Background: an optimization exercise with open tools, aiming at small area, a short achievable clock period and few clock cycles. Do not read the settings as production practice. Function was checked by simulation only, so behaviour that the tests miss may differ from the original. Power is estimated from default activity; no workload was simulated.

== north ==
==> flow/design.v (excerpt) <==
module asc_core (
    input  wire        clk,
    input  wire        rst,
    input  wire        start,
    input  wire [23:0] prog_len,
    input  wire [15:0] max_steps,
    output wire        busy,
    output reg         done,
    output reg  [1:0]  status,
    output reg  [2:0]  fault_code,
    output wire [23:0] fault_val,
    output wire [23:0] imem_addr,
    input  wire [35:0] imem_data,
    output reg  [23:0] pc,
    output reg  [15:0] tick,
    output wire [47:0] regs,
    output reg         flag_z,
    output reg         flag_c,
    input  wire [6:0]  mem_raddr,
    output wire [11:0] mem_rdata
);
    localparam MEM_CAP = 128;
    localparam ST_HALTED  = 2'd1;
    localparam ST_FAULTED = 2'd2;
    localparam F_ADDRESS     = 3'd4;
    localparam F_CONTROL     = 3'd5;
    localparam F_RESOURCE    = 3'd6;
    localparam F_UNSUPPORTED = 3'd7;
    reg        run;         
    reg        skip_h;      
    reg        skip_r;      
    reg [35:0] ir;          
    reg [11:0] x0, x1, x2, x3;
    reg [11:0] mem [0:MEM_CAP-1];
    assign busy = run;
    assign regs = {x3, x2, x1, x0};
    wire [35:0] w     = ir;
    wire [4:0]  op    = w[35:31];
    wire [3:0]  r     = w[30:27];
    wire        fa    = w[26];
    wire        fb    = w[25];
    wire [11:0] fld_a = w[23:12];
    wire [11:0] fld_b = w[11:0];
    wire        dec_fault;
    wire [2:0]  dec_fcode;
    wire [4:0]  dec_fval;
    asc_decode u_dec (.w(w), .fault(dec_fault), .fcode(dec_fcode), .fval(dec_fval));
    function [11:0] xsel;
        input [1:0]  i;
        input [11:0] r0, r1, r2, r3;
        case (i)
            2'd0: xsel = r0;
            2'd1: xsel = r1;
            2'd2: xsel = r2;
            default: xsel = r3;
        endcase
    endfunction
    wire        rd_r = (op == 5'h0E);
    wire [11:0] xa = xsel(fld_a[1:0], x0, x1, x2, x3);
    wire [11:0] xb = xsel(rd_r ? r[1:0] : fld_b[1:0], x0, x1, x2, x3);
    wire [11:0] xr = xb;
    wire [11:0] va = fa ? fld_a : xa;
    wire [11:0] vb = fb ? fld_b : xb;
    wire [11:0] alu_y;
    wire        alu_z, alu_c;
  ...
For scale: roughly 4300 cells after synthesis, about 1700 flip-flops, about 240 I/O pins, ~0.068 mm² of cells after synthesis.
==> flow/config.mk <==
export PLATFORM = sky130hd
export DESIGN_NAME = asc_core
export DESIGN_NICKNAME = asc_core
export VERILOG_FILES = /design/flow/design.v
export SDC_FILE = /design/flow/constraint.sdc
export NUM_CORES = 4
export LEC_CHECK = 0
export CAP_MARGIN = 10
export CORE_MARGIN = 2
export CORE_UTILIZATION = 45
export CTS_CLUSTER_DIAMETER = 120
export CTS_CLUSTER_SIZE = 24
export PLACE_DENSITY = 0.55
export SETUP_SLACK_MARGIN = 3.5
export SLEW_MARGIN = 10
export SYNTH_HIERARCHICAL = 1
==> flow/constraint.sdc <==
create_clock -name core_clock -period 10.0 [get_ports {clk}]
set_input_delay 2.0000 -clock core_clock [delete_from_list [all_inputs] [get_ports {clk}]]
set_output_delay 2.0000 -clock core_clock [all_outputs]
set_load 0.01 [all_outputs]
standard.sh (not shown) runs the stock make flow with config.mk's settings and CLKGATE_MAP_FILE= SYNTH_SCRIPT=/design/flow/synth_recipe.tcl, a recipe that flattens the netlist after the stock synthesis.
==> flow/flow/run.sh <==
#!/bin/bash
set -euo pipefail
bash standard.sh synth > make_synth.log 2>&1
bash standard.sh "BUFFER_PORTS_ARGS=-buffer_cell sky130_fd_sc_hd__buf_1" \
    finish > make_layout.log 2>&1
Per the final summary, north finished and its layout is clean on timing, DRC and antenna.
Testbench counts of north, summed over its fixed seeds: cycles 18,311.
--- input diff north..south ---
Settings: PLACE_DENSITY now 0.7, was 0.55; CORE_UTILIZATION now 60, was 45.
Notes after the runs:
- Side by side, signal arrival time at the worst endpoint turned out higher in south than in north.
- south: flow complete, layout not clean; failing: capacitance limit, slew limit
- north ended up with mem_rdata[5] as its end of the critical path; south ended up with mem_rdata[11].
- Compared with north, total wire length after detailed routing in south decreased by a little under 10%.
- Compared with north, south shows area added between synthesis and finish lower by 0.50 points.
Inputs modified between south and east:
Settings: swapping 10 for 20 in CAP_MARGIN; swapping 10 for 20 in SLEW_MARGIN; swapping 60 for 50 in CORE_UTILIZATION; swapping 0.7 for 0.6 in PLACE_DENSITY.
==> comparison <==
- east: flow completed, timing, DRC and antenna clean
- Comparing initial antenna violation count for east and south, the smaller number came from east.
- Sort east and south by share of final-layout standard cells stronger than drive strength 1 desc -> top: east
- Cell with the largest stage delay on the worst path = sky130_fd_sc_hd__nor4_4: south; cell with the largest stage delay on the worst path = sky130_fd_sc_hd__a222oi_1: east
- The final reports for east and south show final weighted congestion of routability-driven global placement lower in the former.

========
asc_core again, from the RTL that the note above started with.
Settings: LEC_CHECK=0, CAP_MARGIN=10, CORE_MARGIN=2, CORE_UTILIZATION=45, CTS_CLUSTER_DIAMETER=100, CTS_CLUSTER_SIZE=30, PLACE_DENSITY=0.55, SETUP_SLACK_MARGIN=3.5, SLEW_MARGIN=10, SYNTH_HIERARCHICAL=1; clock period 10.0 ns.
Scripts as last shown in full above: flow/flow/run.sh
The starting point passed the timing, design-rule and antenna checks.
Testbench counts at the start, summed over its fixed seeds: cycles 18,311.
Next try:
--- a/flow/config.mk
+++ b/flow/config.mk
@@ -8,8 +8,8 @@
 export CAP_MARGIN = 10
 export CORE_MARGIN = 2
-export CORE_UTILIZATION = 45
-export CTS_CLUSTER_DIAMETER = 100
-export CTS_CLUSTER_SIZE = 30
-export PLACE_DENSITY = 0.55
+export CORE_UTILIZATION = 50
+export CTS_CLUSTER_DIAMETER = 120
+export CTS_CLUSTER_SIZE = 24
+export PLACE_DENSITY = 0.6
 export SETUP_SLACK_MARGIN = 3.5
 export SLEW_MARGIN = 10
After rerunning:
- routed wire length went down by 5.0%
- power came out higher by 0.56%
- worst setup slack is worse by 0.073 ns
- clock-buffer cell count rose by 11
- non-clock buffer count climbs by 1
- combinational power stays flat
- via count hardly moves
- core utilization goes up by 5.8 points
- sequential power barely changes
- worst hold slack is worse by 0.021 ns

-- what the ideal ports hide --
No port has a modelled driver above. Below, the same layouts with a new extraction and two added sets of constraints.
Step 1 sets driving cells, clkbuf_16 on the clock port and buf_2 on the other inputs (assumed; they add their load-dependent delay and slew).
Step 2, shift: input delay + t, output delay - t, t = (earliest + latest rising clock arrival at the registers) / 2. This alone moves slack from input paths to output paths.
Three values: no drivers, after step 1, after step 2; two values: the first two.
run | t, ns | setup WS [ns] | hold WS [ns] | worst register clock-pin slew, ns
north | 0.811 | 3.035 / 2.918 / 2.918 | 0.481 / 0.481 / 0.481 | 0.10 / 0.10
south | 0.774 | 2.943 / 2.857 / 2.857 | 0.462 / 0.462 / 0.462 | 0.11 / 0.11
east | 0.807 | 2.998 / 2.954 / 2.954 | 0.467 / 0.467 / 0.467 | 0.11 / 0.11
the first run of note 2 | 0.784 | 3.054 / 2.948 / 2.948 | 0.485 / 0.485 / 0.485 | 0.12 / 0.12
the second run of note 2 | 0.800 | 2.981 / 2.934 / 2.934 | 0.464 / 0.464 / 0.464 | 0.11 / 0.11
For north, which loses most, drivers alone change the setup slack by -0.117 ns; drivers and shift together by -0.117 ns.
